This is an optimization exercise on Yosys and OpenROAD, whose aim is small area, not a production implementation.
The RTL was checked by simulation tests, not by an equivalence proof against the original design.
Power is estimated from default activity; no workload was simulated.

File: flow/config.mk
export PLATFORM = sky130hd
export DESIGN_NAME = oac_core
export DESIGN_NICKNAME = oac_core
export VERILOG_FILES = /design/flow/design.v
export SDC_FILE = /design/flow/constraint.sdc
export NUM_CORES = 4
export LEC_CHECK = 0
export CAP_MARGIN = 20
export CORE_MARGIN = 2
export CORE_UTILIZATION = 65
export SLEW_MARGIN = 20
File: flow/constraint.sdc
create_clock -name core_clock -period 10.0 [get_ports {clk}]
set_input_delay 2.0000 -clock core_clock [delete_from_list [all_inputs] [get_ports {clk}]]
set_output_delay 2.0000 -clock core_clock [all_outputs]
set_load 0.01 [all_outputs]
File: flow/design.v
module oac_core (
    input  wire        clk,
    input  wire        rst,           
    output wire        mem_req,
    output wire        mem_we,
    output wire [6:0]  mem_addr,
    output wire [31:0] mem_wdata,
    input  wire        mem_ack,
    input  wire [31:0] mem_rdata,
    output wire        halted,
    output wire        faulted,
    output wire [1:0]  fault_kind,
    output wire [31:0] fault_value,
    output wire [31:0] pc_out,
    output wire [31:0] x0_out,
    output wire [31:0] x1_out,
    output wire [31:0] x2_out,
    output wire [31:0] x3_out,
    output wire [1:0]  flags_out,
    output wire [31:0] stk_top_out
);
    localparam [3:0] S_FETCH  = 4'd0,    
                     S_OP1    = 4'd1,    
                     S_OP2    = 4'd2,    
                     S_RETRD  = 4'd3,    
                     S_PASS   = 4'd4,    
                     S_WRITE  = 4'd5,    
                     S_CWRITE = 4'd6,    
                     S_FPM    = 4'd7,    
                     S_FPS    = 4'd8,    
                     S_FPC    = 4'd9,    
                     S_END    = 4'd10;
    localparam [4:0] E_OOB = 5'b00000, E_BADREG = 5'b00001, E_OVF = 5'b00010,
                     E_UNF = 5'b00011, E_FETCH = 5'b00100, E_CALLF = 5'b10100,
                     E_HALT = 5'b01000;
    reg [3:0]  st;
    reg [31:0] x0, x1, x2, x3, fv;
    reg [6:0]  pc;
    reg        pc7;             
    reg [6:0]  A;               
    reg [4:0]  sp;              
    reg [4:0]  ir;
    reg [1:0]  ra;              
    reg        fz, fn;
    reg        cy;
    reg        pend;            
    reg [4:0]  k;               
    wire [31:0] rd  = mem_rdata;
    wire        ack = mem_ack;
    wire z25    = ~|rd[31:7];
    wire rd_reg = z25 & ~|rd[6:2];
    wire rd_op  = z25 & ~|rd[6:5] & (rd[4:0] <= 5'd20);
    wire [7:0] inc8 = {1'b0, A} + 8'd1;
    wire k31    = &k;
    wire k0     = ~|k;
    wire is_rr   = (ir == 5'd9) | (ir == 5'd12) | (ir == 5'd13) | (ir == 5'd18);
    wire is_rm   = (ir == 5'd16) | (ir == 5'd17);
    wire is_data = (ir == 5'd0) | (ir == 5'd1) | (ir == 5'd5) | (ir == 5'd6) | (ir == 5'd15);
    wire is_ldi  = (ir == 5'd7);
    wire is_call = (ir == 5'd10);
    wire taken   = (ir == 5'd2) | (((ir == 5'd3) | (ir == 5'd19)) & fz) |
                   (((ir == 5'd14) | (ir == 5'd20)) & ~fz) | ((ir == 5'd4) & fn);
    wire p_mem   = (ir == 5'd0) | (ir == 5'd1) | (ir == 5'd5) | (ir == 5'd7) |
                   (ir == 5'd15) | is_rm;
    wire p_usea  = ~((ir == 5'd5) | (ir == 5'd7) | (ir == 5'd15));
    wire p_bx    = (ir == 5'd12) | (ir == 5'd13) | (ir == 5'd18);
    wire p_sub   = (ir == 5'd1) | (ir == 5'd13) | (ir == 5'd17) | (ir == 5'd18);
    wire p_cin   = (ir == 5'd8) | (ir == 5'd15);
    wire p_flags = (ir == 5'd0) | (ir == 5'd1) | (ir == 5'd8) | p_bx;
    wire p_fv    = (ir == 5'd6) | (ir == 5'd15);
    wire p_x     = ~(p_fv | (ir == 5'd18));
    wire [1:0] aidx = (is_rr | is_rm) ? ra : 2'd0;
    wire [1:0] didx = is_rm ? ra : (is_rr ? A[1:0] : 2'd0);
    wire in_pass = (st == S_PASS);
    wire in_fpm  = (st == S_FPM) | (st == S_FPS);
    wire in_fp   = in_fpm | (st == S_FPC);
    wire memsrc  = (in_pass & p_mem) | in_fpm;
    wire step    = (in_pass | in_fp) & (~memsrc | ack);
    wire last    = step & k31;
    wire mbit = rd[k];
    reg  xa, xb;
    always @(*) begin
        case (aidx)
            2'd0: xa = x0[0];
            2'd1: xa = x1[0];
            2'd2: xa = x2[0];
            default: xa = x3[0];
        endcase
        case (A[1:0])
            2'd0: xb = x0[0];
            2'd1: xb = x1[0];
            2'd2: xb = x2[0];
            default: xb = x3[0];
        endcase
    end
    wire cbit = (k == 5'd7 & ir[1:0] == 2'd0) | (((k == 5'd5) | (k == 5'd6)) & ir[1]) |
                (k == 5'd4 & ir[1:0] == 2'd3);
    wire abit = in_pass & p_usea & xa & ~pend;
    wire braw = memsrc ? mbit : (in_pass ? (p_bx & xb & ~pend) : cbit);
    wire bbit = braw ^ (in_pass & p_sub);
    wire c0   = k0 ? (in_pass & (p_sub | p_cin)) : cy;
    wire sum  = abit ^ bbit ^ c0;
    wire cout = (abit & bbit) | (abit & c0) | (bbit & c0);
    wire wx   = in_pass & p_x;
    wire h0   = (wx & didx == 2'd0) ? sum : (x0[0] & ~pend);
    wire h1   = (wx & didx == 2'd1) ? sum : (x1[0] & ~pend);
    wire h2   = (wx & didx == 2'd2) ? sum : (x2[0] & ~pend);
    wire h3   = (wx & didx == 2'd3) ? sum : (x3[0] & ~pend);
    wire hf   = (in_fp | (in_pass & p_fv)) ? sum : fv[0];
    wire single = (st == S_FETCH) | (st == S_OP1) | (st == S_OP2) | (st == S_RETRD) |
                  (st == S_WRITE) | (st == S_CWRITE);
    wire usesp  = (st == S_RETRD) | (st == S_FPS) | (st == S_CWRITE);
    wire g      = ((st == S_END) & ir[2]) | (st == S_WRITE);
    assign mem_req   = (single & ~ack) | (memsrc & ~(ack & k31));
    assign mem_we    = (st == S_WRITE) | (st == S_CWRITE);
    assign mem_addr  = usesp ? {2'b11, sp} : A;
    assign mem_wdata = {fv[31:8] & {24{g}}, (st == S_CWRITE) ? inc8 : fv[7:0]};
    assign halted      = (st == S_END) & ir[3];
    assign faulted     = (st == S_END) & ~ir[3];
    assign fault_kind  = ir[1:0];
    assign fault_value = fv;
    assign pc_out      = {fv[31:7] & {25{g}}, pc};
    assign x0_out      = x0;
    assign x1_out      = x1;
    assign x2_out      = x2;
    assign x3_out      = x3;
    assign flags_out   = {fn, fz};
    assign stk_top_out = {25'd0, 2'b11, sp};
    always @(posedge clk) begin
        if (step) begin
            x0 <= {h0, x0[31:1]};
            x1 <= {h1, x1[31:1]};
            x2 <= {h2, x2[31:1]};
            x3 <= {h3, x3[31:1]};
            fv <= {hf, fv[31:1]};
            cy <= cout;
        end
    end
    always @(posedge clk) begin
        if (rst) begin
            st   <= S_FETCH;
            pc   <= 7'd0;
            pc7  <= 1'b0;
            A    <= 7'd0;
            sp   <= 5'd16;
            fz   <= 1'b0;
            fn   <= 1'b0;
            pend <= 1'b1;
            k    <= 5'd0;
        end else begin
            if (step) begin
                k <= k + 5'd1;
                if (in_pass & p_flags) begin
                    fz <= ~sum & (k0 | fz);
                    fn <= sum;
                end
            end
            case (st)
                S_FETCH: if (ack) begin
                    ir <= rd[4:0];
                    if (pc7) begin
                        ir <= E_FETCH;
                        st <= S_FPC;
                    end else if (!rd_op) begin
                        ir <= E_HALT;
                        st <= S_FPC;
                    end else if (rd[4:0] == 5'd8) begin
                        pc  <= inc8[6:0];
                        pc7 <= inc8[7];
                        A   <= inc8[6:0];
                        st  <= S_PASS;
                    end else if (rd[4:0] == 5'd11) begin
                        if (sp == 5'd16) begin
                            ir <= E_UNF;
                            st <= S_FPC;
                        end else
                            st <= S_RETRD;
                    end else if (inc8[7]) begin
                        ir <= E_OOB;
                        st <= S_FPC;
                    end else begin
                        A  <= inc8[6:0];
                        st <= S_OP1;
                    end
                end
                S_OP1: if (ack) begin
                    if (is_rr | is_rm) begin
                        if (!rd_reg) begin
                            ir <= E_BADREG;
                            st <= S_FPM;
                        end else if (inc8[7]) begin
                            ir <= E_OOB;
                            st <= S_FPC;
                        end else begin
                            ra <= rd[1:0];
                            A  <= inc8[6:0];
                            st <= S_OP2;
                        end
                    end else if (is_data) begin
                        if (!z25) begin
                            ir <= E_OOB;
                            st <= S_FPM;
                        end else begin
                            pc  <= inc8[6:0];
                            pc7 <= inc8[7];
                            A   <= rd[6:0];
                            st  <= S_PASS;
                        end
                    end else if (is_ldi) begin
                        pc  <= inc8[6:0];
                        pc7 <= inc8[7];
                        st  <= S_PASS;
                    end else if (is_call) begin
                        if (sp == 5'd0) begin
                            ir <= E_OVF;
                            st <= S_FPC;
                        end else begin
                            sp  <= sp - 5'd1;
                            pc  <= rd[6:0];
                            pc7 <= 1'b0;
                            if (z25)
                                st <= S_CWRITE;
                            else begin
                                ir <= E_CALLF;
                                st <= S_FPM;
                            end
                        end
                    end else begin
                        if (!taken) begin
                            pc  <= inc8[6:0];
                            pc7 <= inc8[7];
                            A   <= inc8[6:0];
                            st  <= S_FETCH;
                        end else begin
                            pc  <= rd[6:0];
                            pc7 <= 1'b0;
                            if (z25) begin
                                A  <= rd[6:0];
                                st <= S_FETCH;
                            end else begin
                                ir <= E_FETCH;
                                st <= S_FPM;
                            end
                        end
                    end
                end
                S_OP2: if (ack) begin
                    if (is_rr ? !rd_reg : !z25) begin
                        ir <= is_rr ? E_BADREG : E_OOB;
                        st <= S_FPM;
                    end else begin
                        pc  <= inc8[6:0];
                        pc7 <= inc8[7];
                        A   <= rd[6:0];
                        st  <= S_PASS;
                    end
                end
                S_RETRD: if (ack) begin
                    pc  <= rd[6:0];
                    pc7 <= 1'b0;
                    if (z25) begin
                        sp <= sp + 5'd1;
                        A  <= rd[6:0];
                        st <= S_FETCH;
                    end else begin
                        ir <= E_FETCH;
                        st <= S_FPS;
                    end
                end
                S_PASS: if (last) begin
                    pend <= 1'b0;
                    if (p_fv)
                        st <= S_WRITE;
                    else begin
                        A  <= pc;
                        st <= S_FETCH;
                    end
                end
                S_WRITE: if (ack) begin
                    A  <= pc;
                    st <= S_FETCH;
                end
                S_CWRITE: if (ack) begin
                    A  <= pc;
                    st <= ir[1] ? S_FETCH : S_END;
                end
                S_FPM, S_FPS, S_FPC: if (last) begin
                    pend <= 1'b0;
                    if (st == S_FPS)
                        sp <= sp + 5'd1;
                    st <= ir[4] ? S_CWRITE : S_END;
                end
                default: ;
            endcase
        end
    end
endmodule
File: flow/flow/run.sh
#!/bin/bash
set -euo pipefail
export BUFFER_PORTS_ARGS="-buffer_cell sky130_fd_sc_hd__buf_1"
export CTS_ARGS="-sink_clustering_enable -repair_clock_nets -buf_list {sky130_fd_sc_hd__clkbuf_8} -dont_use_dummy_load"
bash standard.sh finish > standard.log 2>&1
File: flow/standard.sh
#!/bin/bash
# synth_recipe.tcl (not shown) runs the flow's synth.tcl, then flattens the netlist and writes it again
# the make line also repeats each setting of config.mk as NAME=value (left out here)
make -C /OpenROAD-flow-scripts/flow DESIGN_CONFIG=/design/flow/config.mk WORK_HOME=/design/flow/orfs CLKGATE_MAP_FILE= SYNTH_SCRIPT=/design/flow/synth_recipe.tcl "${@:-finish}"
==> results of run 1 <==
==> metal layers <==
| layer | vias to the layer above | share of wire | GRT usage | wire length (µm) |
|---|---|---|---|---|
| met5 | - | 0 | 0 | 0 |
| met4 | 0 | 0.028 | 0.106 | 707 |
| met3 | 51 | 0.10 | 0.0755 | 2600 |
| met2 | 453 | 0.47 | 0.477 | 11600 |
| met1 | 3623 | 0.40 | 0.438 | 10000 |
| li1 | 3430 | - | - | - |
==> state kept, by name, indices dropped and copies added (netlist names), 2 cells and up <==
signal,count
fv,32
x0,32
x1,32
x2,32
x3,32
A,7
pc,7
ir,5
k,5
sp,5
st,4
ra,2
==> Yosys cell counts, types with 4 or more instances <==
cell type	instances
clkbuf_1	26
and3_1	8
a21oi_1	44
and2_1	28
nor2_1	70
dfxtp_1	32
a311oi_1	4
nor2b_1	8
mux4_2	10
ha_1	12
inv_1	19
o221ai_1	8
or3_1	6
o21ai_0	39
edfxtp_1	168
xor2_1	7
nand2_1	58
a21o_1	5
o2bb2ai_1	4
nand4_1	6
a31oi_1	5
nand3_1	17
mux2i_1	18
buf_4	57
nand3b_1	5
nor4_1	12
a22oi_1	7
buf_2	8
or2_2	5
nand2b_1	13
xnor2_1	7
a211oi_1	11
nor3_1	11
==> worst register-to-register path, cell delays in order, from the launching register on <==
cell and delay (ns):
dfxtp_1 0.71, ha_1 0.31, and3_1 0.18, ha_1 0.36, nand2_1 0.13, nor2_1 0.12
a21oi_1 0.06, o21ai_0 0.17, or4b_1 0.54, nor4_4 0.55, o21ai_1 0.18, a2111oi_2 0.37
==> report_power, final <==
part           internal, mW  leakage (nW)  switching (mW)  total [mW]
Clock                 0.151         0.122           0.239       0.390
Combinational         0.491          1.65            1.06        1.55
Sequential             1.50          1.83           0.318        1.82
==> through the flow <==
| step | hold slack, ns | area, µm² | instances | power (mW) | utilization |
|---|---|---|---|---|---|
| 4_1_cts | 0.438 | 10800 | 1232 | 3.75 | 0.741 |
| 3_5_place_dp | 0.431 | 10600 | 1215 | 3.37 | 0.725 |
| 6_report | 0.437 | 10800 | 1232 | 3.76 | 0.742 |
| 3_3_place_gp | 0.429 | 10600 | 1215 | 3.33 | 0.725 |
| 5_1_grt | 0.444 | 10800 | 1232 | 3.99 | 0.742 |
| 2_1_floorplan | 0.481 | 9840 | 844 | 2.85 | - |
==> how the worst min path moves through the flow <==
stage / from / endpoint / slack (ns) / cells past startpoint
6_report: x3[7] / x3[6] / 0.44 / 0
5_1_grt: x2[19] / x2[18] / 0.44 / 0
4_1_cts: x2[19] / x2[18] / 0.44 / 0
3_5_place_dp: x2[17] / x2[16] / 0.43 / 0
3_3_place_gp: x0[2] / x0[1] / 0.43 / 0
2_1_floorplan: fn / fn / 0.48 / 2
==> kinds of logic (layout without fill, tap and decap cells) <==
group | after synthesis | in the layout | share of synthesized area
buffers and inverters | 116 | 320 | 0.0699
other | 2 | 27 | 0.000770
xor gates and xnor gates | 14 | 14 | 0.0126
DFF | 200 | 200 | 0.583
muxes | 30 | 30 | 0.0439
AOI/OAI and AO/OA | 174 | 174 | 0.126
adders and majority gates | 14 | 14 | 0.0195
and+or+nand+nor | 269 | 269 | 0.145
==> layout make-up <==
cell class	count	area, µm²
fill	1023	3770
inverter	20	75.1
tap	184	230
multi-input combinational	528	3500
timing repair buffer	283	1090
clock buffer	17	234
sequential	200	5690
==> metrics.yaml, run 1 <==
floorplanning:
  io_pins: 306
  dieArea_um2: 16000
  rows: 44
  coreArea_um2: 14600
  die_x_um: 126
  start_util: 0.668
  fp.dieH_um: 126
worst_setup_path:
  cp.arrival_ns: 3.04
  start_kind: "register"
  path_max_fanout: 25
  crit_chain: "nand2b_1 -> nor2_1 -> nand3_1 -> o21ai_2 -> and2_1 -> buf_1"
  worstSetupPathDepth: 6
  reg2reg_to: "A[2]"
  slowest_stage: "dfxtp_1"
  crit_start: "st[1]"
  timing.rr.start: "k[0]"
  cp.required_ns: 8.00
  endpoint: "mem_wdata[28]"
  rrSetupSlack_ns: 6.20
  critPathCaptureType: "output port"
  crit_type: "reg2out"
  cpPeakStageDelay_ns: 0.71
  r2r_cells: 11
  cpLargestDelayFamily: "simple AND/OR/NAND/NOR gates"
  crit_buf_inv: 1
global_routing:
  grt_pass1_vias: 6749
  grt_pass1_wl_um: 38300
  antenna_found_initial: 0
  grt_max_degree: 169
  grt_use_total: 0.310
  overflow: 0
routing:
  wl_per_cell_um: 20.3
  detail-route-antenna-nets: 0
  first_iter_violations: 780
  vias_per_cell: 6.13
  routed_wl_um: 25000
  drcViolationCount: 0
  first_pass_iters: 5
  vias: 7557
finish:
  drive_above_1_share: 0.0573
  final_cell_mix: "278 x buf_1, 168 x edfxtp_1, 70 x nor2_1, 58 x nand2_1, 44 x a21oi_1"
  antennaDiodeCount: 0
  fin_nets: 1099
  final_common_cell: "buf_1"
  area_growth_syn_to_layout_pct: 11.0
synth:
  yosysTopAreaCell: "edfxtp_1"
  synth_edf_count: 168
  yosysTopAreaCellShare: 0.517
  ys_ff_latch: 200
  yosysUniqueCellTypes: 87
  ys_seq_area_frac: 0.583
  ys.flop_type: "edfxtp_1"
  synth_area_um2: 9750
  syn_avg_cell_area_um2: 11.9
  synthTopCellsByArea: "edfxtp_1 52%, dfxtp_1 6.6%, buf_4 4.4%"
  synth_cells: 819
  synth-warning-count: 1
  synthArstFlopShare: 0
timing:
  skew_ns: 0.0466
  worst_pin_slew_ns: 0.870
  hold_viol_final: 0
  relSlewSlack: 0.420
  setup_viol: 0
  rsz0062_at_grt: "false"
  report.final.slew_viol_count: 0
  period_minus_slack_ns: 5.04
  fin_ws_ns: 4.96
  max_clock_freq_mhz: 199
  fin_crit_sh: 0.504
  tns_ns: 0
clock_tree:
  cts_tree: "done"
  cts_root_buf: "clkbuf_8"
  cts_resized: 0
  h-tree-depth: 4
  post_cts_buffers: 0
  clk_latency_ns: 0.48
  cts.path.max_buffers: 2
  cts_buffers: 17
  cts.sinks: 200
  clk_pin_slew_ns: 0.12
  postCtsHoldBufs: 0
place:
  place_congestion: 0.938
  io_buffers: 278
  hpwl_um: 18400
  post-place-ws_ns: 5.07
flow_run:
  maxCapViolCount: 0
hold_path:
  hp-class: "reg2reg"
power_and_ir_drop:
  vdd_drop_max_uv: 371
  cellPowerDensity_nw_per_um2: 347
  leakage_nw: 3.60
run_status:
  status: "complete, no violations"
==> run 2, diff against run 1 <==
==> flow/run.sh (new file) <==
#!/bin/bash
# synth_recipe.tcl (not shown) runs the flow's synth.tcl, then flattens the netlist and writes it again
# the make line also repeats each setting of config.mk as NAME=value (left out here)
make -C /OpenROAD-flow-scripts/flow DESIGN_CONFIG=/design/flow/config.mk WORK_HOME=/design/flow/orfs CLKGATE_MAP_FILE= SYNTH_SCRIPT=/design/flow/synth_recipe.tcl finish
--- a/flow/config.mk
+++ b/flow/config.mk
@@ -8,4 +8,4 @@
 export CAP_MARGIN = 20
 export CORE_MARGIN = 2
-export CORE_UTILIZATION = 65
+export CORE_UTILIZATION = 40
 export SLEW_MARGIN = 20
removed: flow/flow/run.sh
removed: flow/standard.sh
==> metrics.yaml, run 2 <==
global_routing:
  top_usage_layer: "met2"
  grt_pass1_wl_um: 42600
  grt_max_degree: 152
  grt_pass1_vias: 7149
  grt_use_met1: 0.282
  met2_usage: 0.353
  grt_use_total: 0.216
  overflow: 0
  antenna_found_initial: 1
  met3_usage: 0.0605
floorplanning:
  start_util: 0.404
  rows: 57
  fp.dieH_um: 160
  coreArea_um2: 24100
  die_x_um: 160
  dieArea_um2: 25600
  io_pins: 306
clock_tree:
  cts_buffers: 17
  h-tree-depth: 4
  postCtsHoldBufs: 0
  clk_latency_ns: 0.45
  cts.sinks: 200
  cts.path.max_buffers: 2
  cts_root_buf: "clkbuf_16"
  cts_resized: 0
  cts_tree: "done"
  clk_pin_slew_ns: 0.08
  post_cts_buffers: 0
synth:
  synth_area_um2: 9750
  syn_avg_cell_area_um2: 11.9
  synth_edf_count: 168
  synth_common_cells: "168 x edfxtp_1, 70 x nor2_1, 58 x nand2_1"
  synthTopCellsByArea: "edfxtp_1 52%, dfxtp_1 6.6%, buf_4 4.4%"
  ys_ff_latch: 200
  ys_seq_area_frac: 0.583
  ys.flop_type: "edfxtp_1"
  synth_cells: 819
  synth-warning-count: 1
  synthArstFlopShare: 0
  yosysMostFrequentCell: "edfxtp_1"
  yosysTopAreaCell: "edfxtp_1"
  yosysTopAreaCellShare: 0.517
  yosysUniqueCellTypes: 87
place:
  place_congestion: 0.972
  post-place-ws_ns: 4.37
  hpwl_um: 21000
  dpl_cell_area_um2: 12500
  io_buffers: 278
finish:
  fin_nets: 1099
  final_cell_mix: "278 x clkdlybuf4s50_1, 168 x edfxtp_1, 70 x nor2_1, 58 x nand2_1, 44 x a21oi_1"
  stdcell_area_um2: 13100
  final_common_cell: "clkdlybuf4s50_1"
  area_growth_syn_to_layout_pct: 34.5
  drive_above_1_share: 0.0697
  fillers: 2168
power_and_ir_drop:
  vdd_drop_max_uv: 317
  p_sw_frac: 0.388
  netSwitchingPower_mw: 1.78
  clkPwrFrac: 0.153
  leakage_nw: 4.50
  cellPowerDensity_nw_per_um2: 350
  fin_total_pwr_mw: 4.59
  p_comb_frac: 0.450
  p_int_mw: 2.81
  power_frac_seq: 0.397
timing:
  tns_ns: 0
  rsz0062_at_grt: "false"
  fin_ws_ns: 4.36
  max_clock_freq_mhz: 177
  relSlewSlack: 0.401
  fin_crit_sh: 0.564
  worst_pin_slew_ns: 0.899
  report.final.slew_viol_count: 0
  setup_viol: 0
  period_minus_slack_ns: 5.64
  hold_viol_final: 0
  skew_ns: 0.0172
run_status:
  status: "complete, no violations"
routing:
  wl_per_cell_um: 20.4
  first_iter_violations: 590
  drcViolationCount: 0
  detail-route-antenna-nets: 0
  first_pass_iters: 5
  vias: 7521
  vias_per_cell: 5.42
  routed_wl_um: 28300
worst_setup_path:
  cp.arrival_ns: 3.64
  path_max_fanout: 14
  crit_start: "mem_ack"
  critPathCaptureType: "output port"
  cp.required_ns: 8.00
  start_kind: "input port"
  timing.rr.start: "ir[3]"
  crit_type: "in2out"
flow_run:
  maxCapViolCount: 0
hold_path:
  hp-class: "reg2reg"
  worstHoldStart: "x0[7]"
-- run 2: changes by cell type in the layout (fill, tap and decap cells not counted) --
cell	change
diode_2	+1
inv_12	+2
clkdlybuf4s50_1	+278
clkbuf_8	-17
buf_1	-278
clkbuf_16	+17
inv_6	+4
clkinv_4	+2
clkinv_8	+6
-- run 2: kinds of logic (layout without fill, tap and decap cells) --
group,Yosys count,after routing,share of synthesized area
XOR/XNOR,14,14,0.0126
AO/OA/AOI/OAI,174,174,0.126
multiplexers,30,30,0.0439
flip-flops,200,200,0.583
adder cells (fa/ha/maj),14,14,0.0195
buffers and inverters,116,334,0.0699
other,2,28,0.000770
AND/OR/NAND/NOR,269,269,0.145
-- run 2: power by group through the flow --
stage / combinational [mW] / clock, mW / sequential (mW)
CTS: 2.08 / 0.722 / 1.83
finish: 2.07 / 0.701 / 1.82
global placement: 2.07 / 0 / 1.82
detailed placement: 2.08 / 0 / 1.84
floorplan: 0.914 / 0 / 1.94
global route: 2.21 / 0.749 / 1.88
-- run 2: layout make-up --
class | count | area, µm² | share of cell area
Inverter | 20 | 75.1 | 0.00573
Clock inverter | 14 | 183 | 0.0139
Timing Repair Buffer | 283 | 2830 | 0.216
Antenna cell | 1 | 2.50 | 0.000191
Tap cell | 324 | 405 | 0.0309
Clock buffer | 17 | 425 | 0.0324
Multi-Input combinational cell | 528 | 3500 | 0.267
Sequential cell | 200 | 5690 | 0.434
-- run 2: metrics by stage --
| stage | utilization | hold slack, ns | cells |
|---|---|---|---|
| after global routing | 0.544 | 0.462 | 1386 |
| after detailed placement | 0.518 | 0.433 | 1355 |
| after CTS | 0.543 | 0.451 | 1386 |
| after global placement | 0.518 | 0.429 | 1355 |
| final | 0.544 | 0.449 | 1387 |
| after floorplan | - | 0.481 | 844 |
-- run 2: worst max-delay path, cell delays in order --
cell and delay [ns]:
clkdlybuf4s50_1 0.70, a21oi_1 0.25, o2bb2ai_1 0.13, clkdlybuf4s50_1 0.55
-- run 2: metal layers --
metal  part of all wire  vias up
met5                  0        -
li1                   -     3448
met3              0.081       35
met1               0.43     3693
met2               0.47      345
met4              0.020        0
-- run 2: worst paths after layout --
path / end / slack (ns) / depth (start not counted)
hold reg to reg: x0[6] / 0.45 / 0
hold / removal: x0[6] / 0.45 / 0
setup / recovery: mem_req / 4.36 / 4
setup reg to reg: k[3] / 6.10 / 9

==> afterwards: timing with drivers on the ports <==
No port has a modelled driver above. Below, the same layouts with a new extraction and two added sets of constraints. Step 1: set_driving_cell puts a clkbuf_16 on clk and a buf_2 on each other input, an assumption about the parent block. Step 2 moves the port delays by t, midway between the first and last clock arrival at a register: inputs arrive t later, outputs are due t later. That takes back most of the time a late clock gives input paths. a / b / c = no drivers / after step 1 / after step 2; a / b = the first two.
| run | shift t [ns] | setup slack, ns | worst data-port slew with drivers (ns) | cell pins on the clock port's net |
|---|---|---|---|---|
| run 1 | 0.493 | 4.964 / 4.928 / 5.058 | 0.04 | 1 |
| run 2 | 0.482 | 4.360 / 4.336 / 4.336 | 0.04 | 1 |
After both steps setup and hold are still met in every run listed. For run 2, which loses most, drivers alone change the setup slack by -0.024 ns; drivers and shift together by -0.024 ns.
